What follows belongs to an exercise in optimizing a design on an open flow for small area, a short achievable clock period and few clock cycles per item; a production flow would make more cautious choices.
In this exercise RTL edits were held to simulation tests only and were not proved equivalent to the original.
Power figures rest on the tool's default switching activity, not on a simulated workload.

==> design/flow/design.v <==
module bqc_block_encoder (
    input  wire        clk,
    input  wire        rst,         
    input  wire        in_valid,
    output wire        in_ready,
    input  wire [63:0] in_row,
    input  wire [2:0]  in_fmode,
    output wire        out_valid,
    input  wire        out_ready,
    output wire [15:0] out_data,
    output wire        out_last,
    output wire [1:0]  cls_mode,
    output wire [7:0]  cls_min,
    output wire [7:0]  cls_max,
    output wire [8:0]  cls_grad
);
    localparam [8:0] GRAD2_LIMIT = 9'd30;
    function [23:0] rom3;
        input [7:0] r;
        begin
            case (r)
            8'd0: rom3 = 24'h000000;
            8'd1: rom3 = 24'h010101;
            8'd2: rom3 = 24'h020201;
            8'd3: rom3 = 24'h030201;
            8'd4: rom3 = 24'h040301;
            8'd5: rom3 = 24'h050301;
            8'd6: rom3 = 24'h060402;
            8'd7: rom3 = 24'h060402;
            8'd8: rom3 = 24'h070502;
            8'd9: rom3 = 24'h080502;
            8'd10: rom3 = 24'h090602;
            8'd11: rom3 = 24'h0a0602;
            8'd12: rom3 = 24'h0b0703;
            8'd13: rom3 = 24'h0b0703;
            8'd14: rom3 = 24'h0c0803;
            8'd15: rom3 = 24'h0d0803;
            8'd16: rom3 = 24'h0e0903;
            8'd17: rom3 = 24'h0f0903;
            8'd18: rom3 = 24'h100a04;
            8'd19: rom3 = 24'h100a04;
            8'd20: rom3 = 24'h110b04;
            8'd21: rom3 = 24'h120b04;
            8'd22: rom3 = 24'h130c04;
            8'd23: rom3 = 24'h140c04;
            8'd24: rom3 = 24'h150d05;
            8'd25: rom3 = 24'h150d05;
            8'd26: rom3 = 24'h160e05;
            8'd27: rom3 = 24'h170e05;
            8'd28: rom3 = 24'h180f05;
            8'd29: rom3 = 24'h190f05;
            8'd30: rom3 = 24'h1a1006;
            8'd31: rom3 = 24'h1a1006;
            8'd32: rom3 = 24'h1b1106;
            8'd33: rom3 = 24'h1c1106;
            8'd34: rom3 = 24'h1d1206;
            8'd35: rom3 = 24'h1e1206;
            8'd36: rom3 = 24'h1f1307;
            8'd37: rom3 = 24'h1f1307;
            8'd38: rom3 = 24'h201407;
            8'd39: rom3 = 24'h211407;
            8'd40: rom3 = 24'h221507;
            8'd41: rom3 = 24'h231507;
            8'd42: rom3 = 24'h241608;
            8'd43: rom3 = 24'h241608;
            8'd44: rom3 = 24'h251708;
            8'd45: rom3 = 24'h261708;
            8'd46: rom3 = 24'h271808;
            8'd47: rom3 = 24'h281808;
            8'd48: rom3 = 24'h291909;
            8'd49: rom3 = 24'h291909;
            8'd50: rom3 = 24'h2a1a09;
            8'd51: rom3 = 24'h2b1a09;
            8'd52: rom3 = 24'h2c1b09;
            8'd53: rom3 = 24'h2d1b0a;
            8'd54: rom3 = 24'h2e1c0a;
            8'd55: rom3 = 24'h2f1c0a;
            8'd56: rom3 = 24'h2f1d0a;
            8'd57: rom3 = 24'h301d0a;
            8'd58: rom3 = 24'h311e0a;
            8'd59: rom3 = 24'h321e0b;
            8'd60: rom3 = 24'h331f0b;
            8'd61: rom3 = 24'h341f0b;
            8'd62: rom3 = 24'h34200b;
            8'd63: rom3 = 24'h35200b;
            8'd64: rom3 = 24'h36210b;
            8'd65: rom3 = 24'h37210c;
            8'd66: rom3 = 24'h38220c;
            8'd67: rom3 = 24'h39220c;
            8'd68: rom3 = 24'h39230c;
            8'd69: rom3 = 24'h3a230c;
            8'd70: rom3 = 24'h3b240c;
            8'd71: rom3 = 24'h3c240d;
            8'd72: rom3 = 24'h3d250d;
            8'd73: rom3 = 24'h3e250d;
            8'd74: rom3 = 24'h3e260d;
            8'd75: rom3 = 24'h3f260d;
            8'd76: rom3 = 24'h40270d;
            8'd77: rom3 = 24'h41270e;
            8'd78: rom3 = 24'h42280e;
            8'd79: rom3 = 24'h43280e;
            8'd80: rom3 = 24'h43290e;
            8'd81: rom3 = 24'h44290e;
            8'd82: rom3 = 24'h452a0e;
            8'd83: rom3 = 24'h462a0f;
            8'd84: rom3 = 24'h472b0f;
            8'd85: rom3 = 24'h482b0f;
            8'd86: rom3 = 24'h482c0f;
            8'd87: rom3 = 24'h492c0f;
            8'd88: rom3 = 24'h4a2d0f;
            8'd89: rom3 = 24'h4b2d10;
            8'd90: rom3 = 24'h4c2e10;
            8'd91: rom3 = 24'h4d2e10;
            8'd92: rom3 = 24'h4d2f10;
            8'd93: rom3 = 24'h4e2f10;
            8'd94: rom3 = 24'h4f3010;
            8'd95: rom3 = 24'h503011;
            8'd96: rom3 = 24'h513111;
            8'd97: rom3 = 24'h523111;
            8'd98: rom3 = 24'h523211;
            8'd99: rom3 = 24'h533211;
            8'd100: rom3 = 24'h543311;
            8'd101: rom3 = 24'h553312;
            8'd102: rom3 = 24'h563412;
            8'd103: rom3 = 24'h573412;
            8'd104: rom3 = 24'h583512;
            8'd105: rom3 = 24'h583512;
            8'd106: rom3 = 24'h593613;
            8'd107: rom3 = 24'h5a3613;
            8'd108: rom3 = 24'h5b3713;
            8'd109: rom3 = 24'h5c3713;
            8'd110: rom3 = 24'h5d3813;
            8'd111: rom3 = 24'h5d3813;
            8'd112: rom3 = 24'h5e3914;
            8'd113: rom3 = 24'h5f3914;
            8'd114: rom3 = 24'h603a14;
            8'd115: rom3 = 24'h613a14;
            8'd116: rom3 = 24'h623b14;
            8'd117: rom3 = 24'h623b14;
            8'd118: rom3 = 24'h633c15;
            8'd119: rom3 = 24'h643c15;
            8'd120: rom3 = 24'h653d15;
            8'd121: rom3 = 24'h663d15;
            8'd122: rom3 = 24'h673e15;
            8'd123: rom3 = 24'h673e15;
            8'd124: rom3 = 24'h683f16;
            8'd125: rom3 = 24'h693f16;
            8'd126: rom3 = 24'h6a4016;
            8'd127: rom3 = 24'h6b4016;
            8'd128: rom3 = 24'h6c4116;
            8'd129: rom3 = 24'h6c4116;
            8'd130: rom3 = 24'h6d4217;
            8'd131: rom3 = 24'h6e4217;
            8'd132: rom3 = 24'h6f4317;
            8'd133: rom3 = 24'h704317;
            8'd134: rom3 = 24'h714417;
            8'd135: rom3 = 24'h714417;
            8'd136: rom3 = 24'h724518;
            8'd137: rom3 = 24'h734518;
            8'd138: rom3 = 24'h744618;
            8'd139: rom3 = 24'h754618;
            8'd140: rom3 = 24'h764718;
            8'd141: rom3 = 24'h764718;
            8'd142: rom3 = 24'h774819;
            8'd143: rom3 = 24'h784819;
            8'd144: rom3 = 24'h794919;
            8'd145: rom3 = 24'h7a4919;
            8'd146: rom3 = 24'h7b4a19;
            8'd147: rom3 = 24'h7b4a19;
            8'd148: rom3 = 24'h7c4b1a;
            8'd149: rom3 = 24'h7d4b1a;
            8'd150: rom3 = 24'h7e4c1a;
            8'd151: rom3 = 24'h7f4d1a;
            8'd152: rom3 = 24'h804d1a;
            8'd153: rom3 = 24'h814e1b;
            8'd154: rom3 = 24'h814e1b;
            8'd155: rom3 = 24'h824f1b;
            8'd156: rom3 = 24'h834f1b;
            8'd157: rom3 = 24'h84501b;
            8'd158: rom3 = 24'h85501b;
            8'd159: rom3 = 24'h86511c;
            8'd160: rom3 = 24'h86511c;
            8'd161: rom3 = 24'h87521c;
            8'd162: rom3 = 24'h88521c;
            8'd163: rom3 = 24'h89531c;
            8'd164: rom3 = 24'h8a531c;
            8'd165: rom3 = 24'h8b541d;
            8'd166: rom3 = 24'h8b541d;
            8'd167: rom3 = 24'h8c551d;
            8'd168: rom3 = 24'h8d551d;
            8'd169: rom3 = 24'h8e561d;
            8'd170: rom3 = 24'h8f561d;
            8'd171: rom3 = 24'h90571e;
            8'd172: rom3 = 24'h90571e;
            8'd173: rom3 = 24'h91581e;
            8'd174: rom3 = 24'h92581e;
            8'd175: rom3 = 24'h93591e;
            8'd176: rom3 = 24'h94591e;
            8'd177: rom3 = 24'h955a1f;
            8'd178: rom3 = 24'h955a1f;
            8'd179: rom3 = 24'h965b1f;
            8'd180: rom3 = 24'h975b1f;
            8'd181: rom3 = 24'h985c1f;
            8'd182: rom3 = 24'h995c1f;
            8'd183: rom3 = 24'h9a5d20;
            8'd184: rom3 = 24'h9a5d20;
            8'd185: rom3 = 24'h9b5e20;
            8'd186: rom3 = 24'h9c5e20;
            8'd187: rom3 = 24'h9d5f20;
            8'd188: rom3 = 24'h9e5f20;
            8'd189: rom3 = 24'h9f6021;
            8'd190: rom3 = 24'h9f6021;
            8'd191: rom3 = 24'ha06121;
            8'd192: rom3 = 24'ha16121;
            8'd193: rom3 = 24'ha26221;
            8'd194: rom3 = 24'ha36221;
            8'd195: rom3 = 24'ha46322;
            8'd196: rom3 = 24'ha46322;
            8'd197: rom3 = 24'ha56422;
            8'd198: rom3 = 24'ha66422;
            8'd199: rom3 = 24'ha76522;
            8'd200: rom3 = 24'ha86522;
            8'd201: rom3 = 24'ha96623;
            8'd202: rom3 = 24'haa6623;
            8'd203: rom3 = 24'haa6723;
            8'd204: rom3 = 24'hab6723;
            8'd205: rom3 = 24'hac6823;
            8'd206: rom3 = 24'had6824;
            8'd207: rom3 = 24'hae6924;
            8'd208: rom3 = 24'haf6924;
            8'd209: rom3 = 24'haf6a24;
            8'd210: rom3 = 24'hb06a24;
            8'd211: rom3 = 24'hb16b24;
            8'd212: rom3 = 24'hb26b25;
            8'd213: rom3 = 24'hb36c25;
            8'd214: rom3 = 24'hb46c25;
            8'd215: rom3 = 24'hb46d25;
            8'd216: rom3 = 24'hb56d25;
            8'd217: rom3 = 24'hb66e25;
            8'd218: rom3 = 24'hb76e26;
            8'd219: rom3 = 24'hb86f26;
            8'd220: rom3 = 24'hb96f26;
            8'd221: rom3 = 24'hb97026;
            8'd222: rom3 = 24'hba7026;
            8'd223: rom3 = 24'hbb7126;
            8'd224: rom3 = 24'hbc7127;
            8'd225: rom3 = 24'hbd7227;
            8'd226: rom3 = 24'hbe7227;
            8'd227: rom3 = 24'hbe7327;
            8'd228: rom3 = 24'hbf7327;
            8'd229: rom3 = 24'hc07427;
            8'd230: rom3 = 24'hc17428;
            8'd231: rom3 = 24'hc27528;
            8'd232: rom3 = 24'hc37528;
            8'd233: rom3 = 24'hc37628;
            8'd234: rom3 = 24'hc47628;
            8'd235: rom3 = 24'hc57728;
            8'd236: rom3 = 24'hc67729;
            8'd237: rom3 = 24'hc77829;
            8'd238: rom3 = 24'hc87829;
            8'd239: rom3 = 24'hc87929;
            8'd240: rom3 = 24'hc97929;
            8'd241: rom3 = 24'hca7a29;
            8'd242: rom3 = 24'hcb7a2a;
            8'd243: rom3 = 24'hcc7b2a;
            8'd244: rom3 = 24'hcd7b2a;
            8'd245: rom3 = 24'hcd7c2a;
            8'd246: rom3 = 24'hce7c2a;
            8'd247: rom3 = 24'hcf7d2a;
            8'd248: rom3 = 24'hd07d2b;
            8'd249: rom3 = 24'hd17e2b;
            8'd250: rom3 = 24'hd27e2b;
            8'd251: rom3 = 24'hd37f2b;
            8'd252: rom3 = 24'hd37f2b;
            8'd253: rom3 = 24'hd4802c;
            8'd254: rom3 = 24'hd5802c;
            8'd255: rom3 = 24'hd6812c;
            endcase
        end
    endfunction
    function [119:0] rom15;
        input [7:0] r;
        begin
            case (r)
            8'd0: rom15 = 120'h000000000000000000000000000000;
            8'd1: rom15 = 120'h010101010101010101010101010101;
            8'd2: rom15 = 120'h020202020202020201010101010101;
            8'd3: rom15 = 120'h030303030302020202020101010101;
            8'd4: rom15 = 120'h040404040303030302020201010101;
            8'd5: rom15 = 120'h050505040404030303020202010101;
            8'd6: rom15 = 120'h060606050504040403030202020101;
            8'd7: rom15 = 120'h070706060505040404030302020101;
            8'd8: rom15 = 120'h080807070606050504030302020101;
            8'd9: rom15 = 120'h090908070706060504040303020101;
            8'd10: rom15 = 120'h0a0a09080807060605040403020201;
            8'd11: rom15 = 120'h0b0a0a090807070605050403020201;
            8'd12: rom15 = 120'h0c0b0b0a0908070706050403030201;
            8'd13: rom15 = 120'h0d0c0b0a0a09080706050404030201;
            8'd14: rom15 = 120'h0e0d0c0b0a09080807060504030201;
            8'd15: rom15 = 120'h0f0e0d0c0b0a090807060504030201;
            8'd16: rom15 = 120'h100f0e0d0c0b0a0907060504030201;
            8'd17: rom15 = 120'h11100f0e0c0b0a0908070604030201;
            8'd18: rom15 = 120'h1211100e0d0c0b0a08070605040201;
            8'd19: rom15 = 120'h1312100f0e0d0b0a09070605040201;
            8'd20: rom15 = 120'h141311100f0d0c0b09080705040301;
            8'd21: rom15 = 120'h151312110f0e0c0b0a080705040301;
            8'd22: rom15 = 120'h16141311100e0d0c0a090706040301;
            8'd23: rom15 = 120'h17151412110f0e0c0a090706040301;
            8'd24: rom15 = 120'h1816151311100e0d0b090806050301;
            8'd25: rom15 = 120'h1917151412100f0d0b0a0806050301;
            8'd26: rom15 = 120'h1a18161413110f0e0c0a0807050301;
            8'd27: rom15 = 120'h1b1917151312100e0c0a0907050301;
            8'd28: rom15 = 120'h1c1a18161412100f0d0b0907050301;
            8'd29: rom15 = 120'h1d1b19171513110f0d0b0907050301;
            8'd30: rom15 = 120'h1e1c1a18161412100e0c0a08060402;
            8'd31: rom15 = 120'h1e1c1a18161412100e0c0a08060402;
            8'd32: rom15 = 120'h1f1d1b19171513110e0c0a08060402;
            8'd33: rom15 = 120'h201e1c1a181513110f0d0a08060402;
            8'd34: rom15 = 120'h211f1d1b181614120f0d0b08060402;
            8'd35: rom15 = 120'h22201e1b19171412100d0b09060402;
            8'd36: rom15 = 120'h23211f1c1a171513100e0b09070402;
            8'd37: rom15 = 120'h24221f1d1a181513110e0c09070402;
            8'd38: rom15 = 120'h2523201e1b191614110e0c09070402;
            8'd39: rom15 = 120'h2624211e1c191714110f0c0a070402;
            8'd40: rom15 = 120'h2725221f1d1a1715120f0d0a070502;
            8'd41: rom15 = 120'h282523201d1a181512100d0a070502;
            8'd42: rom15 = 120'h292624211e1b181613100d0a080502;
            8'd43: rom15 = 120'h2a2724211f1c191613100d0b080502;
            8'd44: rom15 = 120'h2b2825221f1c191714110e0b080502;
            8'd45: rom15 = 120'h2c292623201d1a1714110e0b080502;
            8'd46: rom15 = 120'h2d2a2724211e1b1814110e0b080502;
            8'd47: rom15 = 120'h2e2b2825211e1b1815120f0b080502;
            8'd48: rom15 = 120'h2f2c2925221f1c1915120f0c090502;
            8'd49: rom15 = 120'h302d292623201c1916120f0c090502;
            8'd50: rom15 = 120'h312e2a2724201d1a1613100c090602;
            8'd51: rom15 = 120'h322e2b2824211d1a1713100c090602;
            8'd52: rom15 = 120'h332f2c2825211e1b1714100d090602;
            8'd53: rom15 = 120'h34302d2926221f1b1814100d090602;
            8'd54: rom15 = 120'h35312e2a26231f1c1814110d0a0602;
            8'd55: rom15 = 120'h36322e2b2723201c1815110d0a0602;
            8'd56: rom15 = 120'h37332f2b2824201d1915110e0a0602;
            8'd57: rom15 = 120'h3834302c2825211d1915120e0a0602;
            8'd58: rom15 = 120'h3935312d2925211e1a16120e0a0602;
            8'd59: rom15 = 120'h3a36322e2a26221e1a16120e0a0603;
            8'd60: rom15 = 120'h3b37332f2b27231f1b17130f0b0703;
            8'd61: rom15 = 120'h3c37332f2b27231f1b17130f0b0703;
            8'd62: rom15 = 120'h3c3834302c2824201b17130f0b0703;
            8'd63: rom15 = 120'h3d3935312d2824201c18130f0b0703;
            8'd64: rom15 = 120'h3e3a36322d2925211c18140f0b0703;
            8'd65: rom15 = 120'h3f3b37322e2a25211d1814100b0703;
            8'd66: rom15 = 120'h403c38332f2a26221d1914100c0703;
            8'd67: rom15 = 120'h413d38342f2b27221e1915100c0703;
            8'd68: rom15 = 120'h423e3935302c27231e1915100c0703;
            8'd69: rom15 = 120'h433f3a35312c28231e1a15110c0703;
            8'd70: rom15 = 120'h44403b36322d28241f1a16110c0803;
            8'd71: rom15 = 120'h45403c37322e29241f1b16110c0803;
            8'd72: rom15 = 120'h46413d38332e2925201b16110d0803;
            8'd73: rom15 = 120'h47423d39342f2a25201b16120d0803;
            8'd74: rom15 = 120'h48433e39342f2a26211c17120d0803;
            8'd75: rom15 = 120'h49443f3a35302b26211c17120d0803;
            8'd76: rom15 = 120'h4a45403b36312c27211c17120d0803;
            8'd77: rom15 = 120'h4b46413c36312c27221d18130d0803;
            8'd78: rom15 = 120'h4c47423c37322d28221d18130e0803;
            8'd79: rom15 = 120'h4d48423d38332d28231e18130e0803;
            8'd80: rom15 = 120'h4e49433e39332e29231e19130e0903;
            8'd81: rom15 = 120'h4f49443f39342e29241e19130e0903;
            8'd82: rom15 = 120'h504a453f3a342f2a241f19140e0903;
            8'd83: rom15 = 120'h514b46403b35302a251f19140e0903;
            8'd84: rom15 = 120'h524c47413b36302b251f1a140f0903;
            8'd85: rom15 = 120'h534d47423c36312b25201a140f0903;
            8'd86: rom15 = 120'h544e48423d37312c26201a150f0903;
            8'd87: rom15 = 120'h554f49433d38322c26201b150f0903;
            8'd88: rom15 = 120'h56504a443e38322d27211b150f0903;
            8'd89: rom15 = 120'h57514b453f39332d27211b150f0904;
            8'd90: rom15 = 120'h58524c46403a342e28221c16100a04;
            8'd91: rom15 = 120'h59524c46403a342e28221c16100a04;
            8'd92: rom15 = 120'h59534d47413b352f28221c16100a04;
            8'd93: rom15 = 120'h5a544e48423b352f29231c16100a04;
            8'd94: rom15 = 120'h5b554f49423c363029231d16100a04;
            8'd95: rom15 = 120'h5c565049433d36302a231d17100a04;
            8'd96: rom15 = 120'h5d57514a443d37312a241d17110a04;
            8'd97: rom15 = 120'h5e58514b443e38312b241e17110a04;
            8'd98: rom15 = 120'h5f59524c453f38322b241e17110a04;
            8'd99: rom15 = 120'h605a534c463f39322b251e18110a04;
            8'd100: rom15 = 120'h615b544d474039332c251f18110b04;
            8'd101: rom15 = 120'h625b554e47413a332c261f18110b04;
            8'd102: rom15 = 120'h635c564f48413a342d261f18120b04;
            8'd103: rom15 = 120'h645d565049423b342d261f19120b04;
            8'd104: rom15 = 120'h655e575049423c352e272019120b04;
            8'd105: rom15 = 120'h665f58514a433c352e272019120b04;
            8'd106: rom15 = 120'h676059524b443d362f272019120b04;
            8'd107: rom15 = 120'h68615a534b443d362f28211a120b04;
            8'd108: rom15 = 120'h69625b534c453e372f28211a130b04;
            8'd109: rom15 = 120'h6a635b544d463e373029211a130b04;
            8'd110: rom15 = 120'h6b645c554e463f383029221a130c04;
            8'd111: rom15 = 120'h6c645d564e473f383129221a130c04;
            8'd112: rom15 = 120'h6d655e564f484039312a221b130c04;
            8'd113: rom15 = 120'h6e665f5750484139322a221b130c04;
            8'd114: rom15 = 120'h6f6760585049413a322a231b140c04;
            8'd115: rom15 = 120'h706860595149423a322b231b140c04;
            8'd116: rom15 = 120'h7169615a524a423b332b231c140c04;
            8'd117: rom15 = 120'h726a625a524b433b332b241c140c04;
            8'd118: rom15 = 120'h736b635b534b433c342c241c140c05;
            8'd119: rom15 = 120'h746c645c544c443c342c241c140c05;
            8'd120: rom15 = 120'h756d655d554d453d352d251d150d05;
            8'd121: rom15 = 120'h766d655d554d453d352d251d150d05;
            8'd122: rom15 = 120'h776e665e564e463e352d251d150d05;
            8'd123: rom15 = 120'h776f675f574e463e362e251d150d05;
            8'd124: rom15 = 120'h78706860574f473f362e261e150d05;
            8'd125: rom15 = 120'h797169605850473f372e261e150d05;
            8'd126: rom15 = 120'h7a726a6159504840372f261e160d05;
            8'd127: rom15 = 120'h7b736a6259514940382f271e160d05;
            8'd128: rom15 = 120'h7c746b635a5249413830271e160d05;
            8'd129: rom15 = 120'h7d756c635b524a413830271f160d05;
            8'd130: rom15 = 120'h7e766d645c534a423930281f160e05;
            8'd131: rom15 = 120'h7f766e655c544b423931281f160e05;
            8'd132: rom15 = 120'h80776f665d544b433a31281f170e05;
            8'd133: rom15 = 120'h81786f675e554c433a312820170e05;
            8'd134: rom15 = 120'h827970675e554d443b322920170e05;
            8'd135: rom15 = 120'h837a71685f564d443b322920170e05;
            8'd136: rom15 = 120'h847b726960574e453c322920170e05;
            8'd137: rom15 = 120'h857c736a60574e453c332a21170e05;
            8'd138: rom15 = 120'h867d746a61584f463c332a21180e05;
            8'd139: rom15 = 120'h877e746b62594f463d342a21180e05;
            8'd140: rom15 = 120'h887f756c635950473d342b21180f05;
            8'd141: rom15 = 120'h897f766d635a50473e342b21180f05;
            8'd142: rom15 = 120'h8a80776d645b51483e352b22180f05;
            8'd143: rom15 = 120'h8b81786e655b52483f352b22180f05;
            8'd144: rom15 = 120'h8c82796f655c52493f352c22190f05;
            8'd145: rom15 = 120'h8d837970665c53493f362c22190f05;
            8'd146: rom15 = 120'h8e847a71675d534a40362c23190f05;
            8'd147: rom15 = 120'h8f857b71675e544a40362d23190f05;
            8'd148: rom15 = 120'h90867c72685e544b41372d23190f06;
            8'd149: rom15 = 120'h91877d73695f554b41372d23190f06;
            8'd150: rom15 = 120'h92887e746a60564c42382e241a1006;
            8'd151: rom15 = 120'h93897e746a60564c42382e241a1006;
            8'd152: rom15 = 120'h94897f756b61574d42382e241a1006;
            8'd153: rom15 = 120'h958a80766c62574d43392f241a1006;
            8'd154: rom15 = 120'h958b81776c62584e43392f251a1006;
            8'd155: rom15 = 120'h968c82776d63584e44392f251a1006;
            8'd156: rom15 = 120'h978d83786e63594f443a2f251b1006;
            8'd157: rom15 = 120'h988e83796f645a4f453a30251b1006;
            8'd158: rom15 = 120'h998f847a6f655a50453b30251b1006;
            8'd159: rom15 = 120'h9a90857b70655b50463b30261b1106;
            8'd160: rom15 = 120'h9b91867b71665b51463b31261b1106;
            8'd161: rom15 = 120'h9c92877c71675c51463c31261b1106;
            8'd162: rom15 = 120'h9d92887d72675c52473c31261c1106;
            8'd163: rom15 = 120'h9e93887e73685d52473c32271c1106;
            8'd164: rom15 = 120'h9f94897e73685e53483d32271c1106;
            8'd165: rom15 = 120'ha0958a7f74695e53483d32271c1106;
            8'd166: rom15 = 120'ha1968b80756a5f54493d32271c1106;
            8'd167: rom15 = 120'ha2978c81766a5f54493e33281c1106;
            8'd168: rom15 = 120'ha3988d81766b6055493e33281d1106;
            8'd169: rom15 = 120'ha4998d82776c60554a3f33281d1206;
            8'd170: rom15 = 120'ha59a8e83786c61564a3f34281d1206;
            8'd171: rom15 = 120'ha69b8f84786d62564b3f34291d1206;
            8'd172: rom15 = 120'ha79b9084796e62574b4034291d1206;
            8'd173: rom15 = 120'ha89c91857a6e63574c4035291d1206;
            8'd174: rom15 = 120'ha99d92867a6f63584c4035291e1206;
            8'd175: rom15 = 120'haa9e92877b6f64584c4135291e1206;
            8'd176: rom15 = 120'hab9f93887c7064594d41352a1e1206;
            8'd177: rom15 = 120'haca094887d7165594d42362a1e1207;
            8'd178: rom15 = 120'hada195897d71655a4e42362a1e1207;
            8'd179: rom15 = 120'haea2968a7e72665a4e42362a1e1307;
            8'd180: rom15 = 120'hafa3978b7f73675b4f43372b1f1307;
            8'd181: rom15 = 120'hb0a4978b7f73675b4f43372b1f1307;
            8'd182: rom15 = 120'hb1a4988c8074685c4f43372b1f1307;
            8'd183: rom15 = 120'hb2a5998d8175685c5044382b1f1307;
            8'd184: rom15 = 120'hb2a69a8e8175695d5044382c1f1307;
            8'd185: rom15 = 120'hb3a79b8e8276695d5144382c1f1307;
            8'd186: rom15 = 120'hb4a89c8f83766a5e5145382c201307;
            8'd187: rom15 = 120'hb5a99c9084776b5e5245392c201307;
            8'd188: rom15 = 120'hb6aa9d9184786b5f5246392c201307;
            8'd189: rom15 = 120'hb7ab9e9285786c5f5346392d201407;
            8'd190: rom15 = 120'hb8ac9f9286796c6053463a2d201407;
            8'd191: rom15 = 120'hb9ada093867a6d6053473a2d201407;
            8'd192: rom15 = 120'hbaada194877a6d6154473a2d211407;
            8'd193: rom15 = 120'hbbaea195887b6e6154473b2e211407;
            8'd194: rom15 = 120'hbcafa295887b6f6255483b2e211407;
            8'd195: rom15 = 120'hbdb0a396897c6f6255483b2e211407;
            8'd196: rom15 = 120'hbeb1a4978a7d706356483b2e211407;
            8'd197: rom15 = 120'hbfb2a5988b7d706356493c2f211407;
            8'd198: rom15 = 120'hc0b3a6988b7e716456493c2f221407;
            8'd199: rom15 = 120'hc1b4a6998c7f7164574a3c2f221507;
            8'd200: rom15 = 120'hc2b5a79a8d7f7265574a3d2f221507;
            8'd201: rom15 = 120'hc3b6a89b8d807365584a3d30221507;
            8'd202: rom15 = 120'hc4b6a99c8e817366584b3d30221507;
            8'd203: rom15 = 120'hc5b7aa9c8f817466594b3e30221507;
            8'd204: rom15 = 120'hc6b8ab9d8f827467594b3e30231507;
            8'd205: rom15 = 120'hc7b9ab9e90827567594c3e30231507;
            8'd206: rom15 = 120'hc8baac9f918375685a4c3e31231508;
            8'd207: rom15 = 120'hc9bbad9f928476685a4d3f31231508;
            8'd208: rom15 = 120'hcabcaea0928477695b4d3f31231508;
            8'd209: rom15 = 120'hcbbdafa1938577695b4d3f31231608;
            8'd210: rom15 = 120'hccbeb0a29486786a5c4e4032241608;
            8'd211: rom15 = 120'hcdbfb0a29486786a5c4e4032241608;
            8'd212: rom15 = 120'hcebfb1a39587796b5d4e4032241608;
            8'd213: rom15 = 120'hcfc0b2a49688796b5d4f4132241608;
            8'd214: rom15 = 120'hd0c1b3a596887a6c5d4f4133241608;
            8'd215: rom15 = 120'hd0c2b4a597897a6c5e4f4133241608;
            8'd216: rom15 = 120'hd1c3b5a698897b6d5e504133251608;
            8'd217: rom15 = 120'hd2c4b5a7998a7c6d5f504233251608;
            8'd218: rom15 = 120'hd3c5b6a8998b7c6e5f514234251608;
            8'd219: rom15 = 120'hd4c6b7a99a8b7d6e60514234251708;
            8'd220: rom15 = 120'hd5c7b8a99b8c7d6f60514334251708;
            8'd221: rom15 = 120'hd6c8b9aa9b8d7e6f60524334251708;
            8'd222: rom15 = 120'hd7c8baab9c8d7e7061524334261708;
            8'd223: rom15 = 120'hd8c9baac9d8e7f7061524435261708;
            8'd224: rom15 = 120'hd9cabbac9d8f807162534435261708;
            8'd225: rom15 = 120'hdacbbcad9e8f807162534435261708;
            8'd226: rom15 = 120'hdbccbdae9f90817263544435261708;
            8'd227: rom15 = 120'hdccdbeafa090817263544536261708;
            8'd228: rom15 = 120'hddcebfafa091827363544536271708;
            8'd229: rom15 = 120'hdecfbfb0a192827364554536271808;
            8'd230: rom15 = 120'hdfd0c0b1a292837464554636271808;
            8'd231: rom15 = 120'he0d1c1b2a293847465554637271808;
            8'd232: rom15 = 120'he1d1c2b3a394847565564637271808;
            8'd233: rom15 = 120'he2d2c3b3a494857566564737271808;
            8'd234: rom15 = 120'he3d3c4b4a495857666564737281808;
            8'd235: rom15 = 120'he4d4c4b5a595867666574737281808;
            8'd236: rom15 = 120'he5d5c5b6a696867767574738281809;
            8'd237: rom15 = 120'he6d6c6b6a797877767584838281809;
            8'd238: rom15 = 120'he7d7c7b7a797887868584838281809;
            8'd239: rom15 = 120'he8d8c8b8a898887868584838281909;
            8'd240: rom15 = 120'he9d9c9b9a999897969594939291909;
            8'd241: rom15 = 120'headac9b9a999897969594939291909;
            8'd242: rom15 = 120'hebdacabaaa9a8a7a6a594939291909;
            8'd243: rom15 = 120'hecdbcbbbab9b8a7a6a5a4a39291909;
            8'd244: rom15 = 120'heddcccbcab9b8b7b6a5a4a3a291909;
            8'd245: rom15 = 120'hedddcdbcac9c8b7b6b5a4a3a291909;
            8'd246: rom15 = 120'heedecebdad9c8c7c6b5b4a3a2a1909;
            8'd247: rom15 = 120'hefdfcebeae9d8d7c6c5b4b3a2a1909;
            8'd248: rom15 = 120'hf0e0cfbfae9e8d7d6c5c4b3b2a1909;
            8'd249: rom15 = 120'hf1e1d0c0af9e8e7d6d5c4b3b2a1a09;
            8'd250: rom15 = 120'hf2e2d1c0b09f8e7e6d5c4c3b2a1a09;
            8'd251: rom15 = 120'hf3e3d2c1b0a08f7e6d5d4c3b2b1a09;
            8'd252: rom15 = 120'hf4e3d3c2b1a08f7f6e5d4c3b2b1a09;
            8'd253: rom15 = 120'hf5e4d4c3b2a1907f6e5d4d3c2b1a09;
            8'd254: rom15 = 120'hf6e5d4c3b2a291806f5e4d3c2b1a09;
            8'd255: rom15 = 120'hf7e6d5c4b3a291806f5e4d3c2b1a09;
            endcase
        end
    endfunction
    function [7:0] absd;
        input [7:0] a, b;
        begin
            absd = (a > b) ? a - b : b - a;
        end
    endfunction
    function [7:0] min8;
        input [7:0] a, b;
        begin
            min8 = (a < b) ? a : b;
        end
    endfunction
    function [7:0] max8;
        input [7:0] a, b;
        begin
            max8 = (a > b) ? a : b;
        end
    endfunction
    function [8:0] max9;
        input [8:0] a, b;
        begin
            max9 = (a > b) ? a : b;
        end
    endfunction
    integer i;
    reg [63:0] slot [0:7];
    reg [7:0]  sfree;            
    reg [63:0] stage;            
    reg [2:0]  stage_fm;
    reg        stage_v;
    reg [2:0]  wcnt;             
    reg [55:0] prev;             
    reg [7:0]  acc_mn, acc_mx;
    reg [8:0]  acc_g;
    reg [2:0]  fm_l;
    reg        l_full;           
    reg        in_ready_r;
    reg [1:0]  mode_e, cm_e;
    reg [7:0]  mn_e, mx_e, r_e;
    reg [8:0]  g_e;
    reg [3:0]  step;
    reg        busy;
    reg [7:0]  tmp;
    reg [15:0] q_h, q_s;
    reg        q_hl, q_sl, q_hv, q_sv;
    reg [1:0]  c_mode;
    reg [7:0]  c_mn, c_mx;
    reg [8:0]  c_g;
    wire       room   = !(q_hv && q_sv);
    wire       tstep  = (mode_e == 2'd1) && !step[0];    
    wire       sfire  = busy && (tstep || room);
    wire [2:0] rsel   = (mode_e == 2'd1) ? {step[1:0], 1'b0} :
                        (mode_e == 2'd2) ? step[2:0] : step[3:1];
    wire       lastrd = (mode_e != 2'd3) || step[0];
    wire [7:0] ef     = (sfire && lastrd) ? (8'd1 << rsel) : 8'd0;
    wire       b_last = (mode_e == 2'd1) ? (step[1:0] == 2'b11) :
                        (mode_e == 2'd2) ? (step[2:0] == 3'b111) : (step == 4'hF);
    wire       wr     = stage_v && (sfree[wcnt] || ef[wcnt]);
    reg [7:0]  rmn [0:7];
    reg [7:0]  rmx [0:7];
    reg [8:0]  gx  [1:6];
    reg [7:0]  a, b, c;
    reg [7:0]  s_mn, s_mx;
    reg [8:0]  s_g;
    reg        s_lt;             
    always @* begin
        for (i = 0; i < 8; i = i + 1) begin
            rmn[i] = stage[8*i +: 8];
            rmx[i] = stage[8*i +: 8];
        end
        for (i = 1; i <= 6; i = i + 1) begin
            a = prev[8*(i-1) +: 8];
            b = prev[8*i +: 8];
            c = stage[8*i +: 8];
            gx[i] = {1'b0, absd(a, b)} + {1'b0, absd(a, c)};
        end
        s_mn = min8(min8(min8(rmn[0], rmn[1]), min8(rmn[2], rmn[3])),
                    min8(min8(rmn[4], rmn[5]), min8(rmn[6], rmn[7])));
        s_mx = max8(max8(max8(rmx[0], rmx[1]), max8(rmx[2], rmx[3])),
                    max8(max8(rmx[4], rmx[5]), max8(rmx[6], rmx[7])));
        if (wcnt != 3'd0) begin
            s_mn = min8(s_mn, acc_mn);
            s_mx = max8(s_mx, acc_mx);
        end
        if (wcnt >= 3'd2) begin
            s_g  = max9(max9(max9(gx[1], gx[2]), max9(gx[3], gx[4])),
                        max9(max9(gx[5], gx[6]), acc_g));
            s_lt = (acc_g < GRAD2_LIMIT);
            for (i = 1; i <= 6; i = i + 1)
                if (gx[i] >= GRAD2_LIMIT) s_lt = 1'b0;
        end else begin
            s_g  = (wcnt == 3'd0) ? 9'd0 : acc_g;
            s_lt = (wcnt == 3'd0) ? 1'b1 : (acc_g < GRAD2_LIMIT);
        end
    end
    wire [7:0] f_mn  = wr ? s_mn : acc_mn;
    wire [7:0] f_mx  = wr ? s_mx : acc_mx;
    wire [8:0] f_g   = wr ? s_g  : acc_g;
    wire       f_lt  = wr ? s_lt : (acc_g < GRAD2_LIMIT);
    wire [7:0] f_r   = f_mx - f_mn;
    wire [1:0] f_cm  = (f_mx == f_mn) ? 2'd0 : f_lt ? 2'd1 : 2'd2;
    wire [1:0] f_md  = (fm_l == 3'd0) ? f_cm : (fm_l[1:0] - 2'd1);
    wire       blk_rdy = l_full || (wr && wcnt == 3'd7);
    wire       tr      = blk_rdy && !busy && room;
    wire [7:0] hdr_lo = (f_md == 2'd0) ? 8'h00 : {f_mn[7:2], f_md};
    wire [7:0] hdr_hi = (f_md == 2'd0) ? ((f_mn == 8'd0) ? 8'd1 : f_mn) : f_r;
    wire [63:0]  row  = slot[rsel];
    wire         rz   = (r_e == 8'd0);
    wire [23:0]  t3   = rom3(r_e);
    wire [119:0] t15  = rom15(r_e);
    wire [7:0]   th1  = mn_e + t3[7:0];
    wire [7:0]   th2  = mn_e + t3[15:8];
    wire [7:0]   th3  = mn_e + t3[23:16];
    wire [31:0]  hrow = step[0] ? row[63:32] : row[31:0];
    reg  [15:0]  lv3;            
    reg  [15:0]  lv15;           
    reg  [7:0]   p, d;
    reg          c1, c2, c3;
    reg  [15:1]  ck;
    integer      k;
    always @* begin
        for (i = 0; i < 8; i = i + 1) begin
            p  = row[8*i +: 8];
            c1 = !rz && (p >= th1);
            c2 = !rz && (p >= th2);
            c3 = !rz && (p >= th3);
            lv3[2*i +: 2] = {c2, (c1 && !c2) || c3};
        end
        for (i = 0; i < 4; i = i + 1) begin
            d = hrow[8*i +: 8] - mn_e;
            for (k = 1; k <= 15; k = k + 1)
                ck[k] = !rz && (d >= t15[8*(k-1) +: 8]);
            lv15[4*i + 3] = ck[8];
            lv15[4*i + 2] = ck[12] || (ck[4] && !ck[8]);
            lv15[4*i + 1] = ck[14] || (ck[10] && !ck[12]) || (ck[6] && !ck[8]) ||
                            (ck[2] && !ck[4]);
            lv15[4*i + 0] = ck[15] || (ck[13] && !ck[14]) || (ck[11] && !ck[12]) ||
                            (ck[9] && !ck[10]) || (ck[7] && !ck[8]) || (ck[5] && !ck[6]) ||
                            (ck[3] && !ck[4]) || (ck[1] && !ck[2]);
        end
    end
    wire [7:0]  ev   = {lv3[13:12], lv3[9:8], lv3[5:4], lv3[1:0]};
    wire [15:0] beat = (mode_e == 2'd1) ? {ev, tmp} :
                       (mode_e == 2'd2) ? lv3 : lv15;
    wire        push   = tr || (sfire && !tstep);
    wire [15:0] n_d    = tr ? {hdr_hi, hdr_lo} : beat;
    wire        n_l    = tr ? (f_md == 2'd0) : b_last;
    wire        h_free = !q_hv || out_ready;
    wire [2:0] wcnt_n  = wcnt + {2'b00, wr};
    wire       busy_n  = tr ? (f_md != 2'd0) : (busy && !(sfire && b_last));
    wire [1:0] mode_n  = tr ? f_md : mode_e;
    wire [3:0] step_n  = tr ? 4'd0 : (step + {3'b000, sfire});
    wire [7:0] unneed  = (f_md == 2'd0) ? 8'hFF : (f_md == 2'd1) ? 8'hAA : 8'h00;
    wire [7:0] wmask   = wr ? (8'd1 << wcnt) : 8'd0;
    wire [7:0] sfree_n = (tr ? unneed : 8'h00) | (~wmask & (sfree | ef));
    wire       tstep_n = (mode_n == 2'd1) && !step_n[0];
    wire [2:0] rsel_n  = (mode_n == 2'd1) ? {step_n[1:0], 1'b0} :
                         (mode_n == 2'd2) ? step_n[2:0] : step_n[3:1];
    wire       lastrd_n = (mode_n != 2'd3) || step_n[0];
    wire       room_n0 = !q_hv || !(q_sv || push);    
    wire       hit_n   = busy_n && lastrd_n && (rsel_n == wcnt_n);
    wire       wn1     = sfree_n[wcnt_n] || hit_n;
    wire       wn0     = sfree_n[wcnt_n] || (hit_n && (tstep_n || room_n0));
    wire       keep    = stage_v && !wr;
    wire       ir_n1   = keep ? (out_ready ? wn1 : wn0) : 1'b1;
    wire       ir_n2   = out_ready ? wn1 : wn0;
    wire       ir_n    = (in_valid && in_ready_r) ? ir_n2 : ir_n1;
    always @(posedge clk) begin
        if (in_ready_r) begin
            stage    <= in_row;
            stage_fm <= in_fmode;
        end
        if (wr) begin
            slot[wcnt] <= stage;
            prev       <= stage[63:8];
            acc_mn     <= s_mn;
            acc_mx     <= s_mx;
            acc_g      <= s_g;
            if (wcnt == 3'd0) fm_l <= stage_fm;
        end
        if (tr) begin
            mode_e <= f_md;
            cm_e   <= f_cm;
            mn_e   <= f_mn;
            mx_e   <= f_mx;
            r_e    <= f_r;
            g_e    <= f_g;
        end
        if (sfire && tstep) tmp <= ev;
        if (h_free) begin
            if (q_sv) begin
                q_h    <= q_s;
                q_hl   <= q_sl;
                c_mode <= cm_e;
                c_mn   <= mn_e;
                c_mx   <= mx_e;
                c_g    <= g_e;
            end else if (push) begin
                q_h    <= n_d;
                q_hl   <= n_l;
                c_mode <= tr ? f_cm : cm_e;
                c_mn   <= tr ? f_mn : mn_e;
                c_mx   <= tr ? f_mx : mx_e;
                c_g    <= tr ? f_g  : g_e;
            end
        end else if (push) begin
            q_s  <= n_d;
            q_sl <= n_l;
        end
        if (rst) begin
            sfree      <= 8'hFF;
            stage_v    <= 1'b0;
            wcnt       <= 3'd0;
            l_full     <= 1'b0;
            in_ready_r <= 1'b1;
            busy       <= 1'b0;
            step       <= 4'd0;
            q_hv       <= 1'b0;
            q_sv       <= 1'b0;
        end else begin
            sfree      <= sfree_n;
            stage_v    <= (in_valid && in_ready_r) || (stage_v && !wr);
            wcnt       <= wcnt_n;
            l_full     <= tr ? 1'b0 : (l_full || (wr && wcnt == 3'd7));
            in_ready_r <= ir_n;
            busy       <= busy_n;
            step       <= step_n;
            if (h_free) begin
                q_hv <= q_sv || push;
                q_sv <= 1'b0;
            end else begin
                q_sv <= q_sv || push;
            end
        end
    end
    assign in_ready  = in_ready_r;
    assign out_valid = q_hv;
    assign out_data  = q_h;
    assign out_last  = q_hl;
    assign cls_mode  = c_mode;
    assign cls_min   = c_mn;
    assign cls_max   = c_mx;
    assign cls_grad  = c_g;
endmodule
==> design/flow/run.sh <==
#!/bin/bash
# synth_recipe.tcl (not shown) runs the flow's synth.tcl, then flattens the netlist and writes it again
# the make line also repeats each setting of config.mk as NAME=value (left out here)
make -C /OpenROAD-flow-scripts/flow DESIGN_CONFIG=/design/flow/config.mk WORK_HOME=/design/flow/orfs CLKGATE_MAP_FILE= SYNTH_SCRIPT=/design/flow/synth_recipe.tcl finish
==> design/flow/config.mk <==
export PLATFORM = sky130hd
export DESIGN_NAME = bqc_block_encoder
export DESIGN_NICKNAME = bqc_block_encoder
export VERILOG_FILES = /design/flow/design.v
export SDC_FILE = /design/flow/constraint.sdc
export NUM_CORES = 4
export LEC_CHECK = 0
export CAP_MARGIN = 20
export CORE_MARGIN = 2
export CORE_UTILIZATION = 35
export SLEW_MARGIN = 20
==> design/flow/constraint.sdc <==
create_clock -name core_clock -period 50.0 [get_ports {clk}]
set_input_delay 10.0000 -clock core_clock [delete_from_list [all_inputs] [get_ports {clk}]]
set_output_delay 10.0000 -clock core_clock [all_outputs]
set_load 0.01 [all_outputs]
==> run summary, run 1 <==
status=did not finish; Synth Warn #=4; Last stage=synthesis (1_2_yosys); Err=ERROR: TCL interpreter returned an error: Source files actually used in the design:
Testbench counts, summed over its fixed seeds: cycles 21,301, blocks 2,400.
==> run 2, diff against run 1 <==
--- a/design/flow/config.mk
+++ b/design/flow/config.mk
@@ -11 +11,2 @@
 export SLEW_MARGIN = 20
+export SYNTH_MEMORY_MAX_BITS = 65536
==> run summary, run 2 <==
status=no timing/DRC/antenna violations; gpl congestion=1.05; min Tclk post-route=15.15 ns; aggregate global routing overflow=0; core area=0.214 mm²; Seq/Total Area, Yosys=34.0%; Area contributors post-synth=edfxtp_1 (29%), ha_1 (18%), dfxtp_1 (5.4%); Die Ht=467 µm; ratio of cells with drive above 1 in the final layout=7.64%; CP required=50.55 ns; routed wire length=323 mm; Peak VDD IR=108 µV; HP Class=flip-flop to flip-flop; largest area contributor in the netlist=edfxtp_1; die area=0.218 mm²; vias per std cell=6.21; Clk pwr share=20.5%; drt drc=0; post-route cell area=0.0835 mm²; Syn Area/Cell=8.98 µm²; Worst Path Class, Setup=flip-flop to flip-flop; Synth Net Count=9,535; Post-Syn Instances=8,362; clock-pin slew on the worst setup and hold paths=0.07 ns; CP bufs+invs=5; CTS Buf Count=104; Tot GR Track Use=28.5%; ys async rst share=0%; final hold vios=0; clock latency (worst-skew pair)=0.83 ns; Worst path most repeated cell=a21oi_1; #FFs+latches synth=918; final period utilization=30.3%; Detailed Place HPWL=231 mm; max_slew headroom=13.1%; Synth Warn #=4; ys flop type=edfxtp_1; P_sw=0.00179 W; Top reg by flops=slot; CP Capture Type=flip-flop; final setup skew=0.140 ns; Netlist cell types=98; Row Count=170; Logic pwr share=56.7%; Placed Area=0.0799 mm²; Num Clock Sinks=918; most common cell after layout, fill and taps aside=ha_1; CP top delay family=compound AO/OA/AOI/OAI gates; internal power=0.00217 W; nets=9,476; setup tns final=0 ns; Port-buffer cells=116; number of DRC markers in iteration 0=10,200; CTS hold repair buffers=0; largest net degree at the start of global routing=143; most common cell in the netlist=ha_1; Top Ports=117; Die X-Extent=467 µm; Synth top area share=28.6%; Net Sw Frac=45.1%; via count=69,800; RSZ-0062 raised after global routing=no; vias in the first global route=65,900; Worst Tran Pin Value=1.30 ns; initial antenna violation count=32; power density over cell area=47.4 mW/mm²; Area Overhead vs Synth=11.2%; worst-path fanout max=55; Setup WS pre-CTS=35.47 ns; fin worst setup slack=34.85 ns; H-tree depth=3; CTS tree=yes; Lkg Pwr=34.6 nW; drt pass-1 iters=9; DR WL/cell=28.7 µm; CP max stage delay=0.82 ns; Largest register FFs=512; worst path arrival time=15.70 ns; antenna violation net count after detailed routing=0; synth cell count leaders=ha_1 (1,064), nand2_1 (1,031), a21oi_1 (721), edfxtp_1 (715), o21ai_0 (540); clock tree buffer depth=3; number of setup buffers added after CTS=0; Seq pwr share=22.8%; fmax=0.0660 GHz; Crit-path slowest cell=a21oi_1; synthesized area=0.0751 mm²; EDFF count, synth=715; utilization after layout=39.0%; Critical Path Start Type=flip-flop; MaxCap Viol Count=0; first-pass GRT wire length=463 mm; Initial Utilization=35.1%; Final setup violation count=0; most frequent cells in the layout=ha_1 (1,063), nand2_1 (1,029), a21oi_1 (716); Root Driver=clkbuf_16; max-slew violation count=0; PostCTS Resize Cnt=0
run 2: path summary, 6_finish.rpt:
kind,startpoint,endpoint,slack [ns],cells after the start
worst max-delay path,stage[30]$_DFFE_PP_,t3[9]$_DFF_P_,34.85,43
worst min register to register,stage_fm[2]$_DFFE_PP_,fm_l[2]$_DFFE_PP_,0.42,0
worst max register to register,stage[30]$_DFFE_PP_,t3[9]$_DFF_P_,34.85,43
worst min-delay path,stage_fm[2]$_DFFE_PP_,fm_l[2]$_DFFE_PP_,0.42,0
run 2: logic make-up after synthesis:
group / count (synthesis) / share of synthesized area (%)
adder cells (fa/ha/maj): 1103 / 18.8
buffers and inverters: 929 / 4.74
AO/OA/AOI/OAI: 2544 / 21.9
XOR/XNOR: 172 / 2.02
flip-flops: 918 / 34.0
multiplexers: 261 / 3.78
AND/OR/NAND/NOR: 2435 / 14.8
run 2: power groups by stage:
stage / sequential [W] / clock, W / combinational, W
after floorplan: 0.000906 / 0 / 0.00150
after global placement: 0.000918 / 0 / 0.00211
after detailed placement: 0.000919 / 0 / 0.00215
after CTS: 0.000903 / 0.000821 / 0.00217
after global routing: 0.000907 / 0.000852 / 0.00247
final: 0.000904 / 0.000811 / 0.00225
run 2: cell type report:
cell class,instances,area (µm²)
timing repair buffer,319,2760
clock inverter,75,828
antenna,11,27.5
multi-input combinational,6515,46400
fill,21400,130000
inverter,445,1680
tap,2838,3550
clock buffer,123,2750
sequential,918,25500
run 2: layer usage:
| metal | up-vias | wire length [µm] | track usage [%] |
|---|---|---|---|
| met1 | 33700 | 139000 | 40.5 |
| met5 | - | 176 | 0 |
| li1 | 30800 | - | - |
| met2 | 4338 | 130000 | 40.3 |
| met4 | 28 | 13900 | 10.6 |
| met3 | 925 | 39600 | 8.52 |
run 2: stage by stage:
step | hold WS (ns) | instances | power [W]
floorplan | 0.400 | 8362 | 0.00240
global placement | 0.406 | 11000 | 0.00303
detailed placement | 0.405 | 11000 | 0.00307
CTS | 0.424 | 11200 | 0.00389
global route | 0.435 | 11200 | 0.00423
finish | 0.423 | 11200 | 0.00396

## static timing again, ports no longer ideal
The flow's constraints put no driver on any port. The routed layout listed below was extracted and timed again, unchanged, in two steps. Step 1 (the two cells are an assumption about what drives the block):
set clk [get_ports {clk}]
set_driving_cell -lib_cell sky130_fd_sc_hd__clkbuf_16 $clk
set_driving_cell -lib_cell sky130_fd_sc_hd__buf_2 [delete_from_list [all_inputs] $clk]
Step 2 also shifts input and output timing later by t, the mid clock arrival at the registers, as if the neighbouring blocks saw the same clock. Three values: ideal, step 1, step 2; two values: the first two.
run: run 2
shift t [ns]: 0.851
setup WS [ns]: 34.851 / 34.851 / 34.851
worst setup path after step 2: register to register
worst register clock-pin slew, ns: 0.08 / 0.08
cell pins on the clock port's net: 1
After both steps run 2 still meets setup and hold. The setup slack of run 2 moves by 0.000 ns with the drivers and by 0.000 ns with both steps.
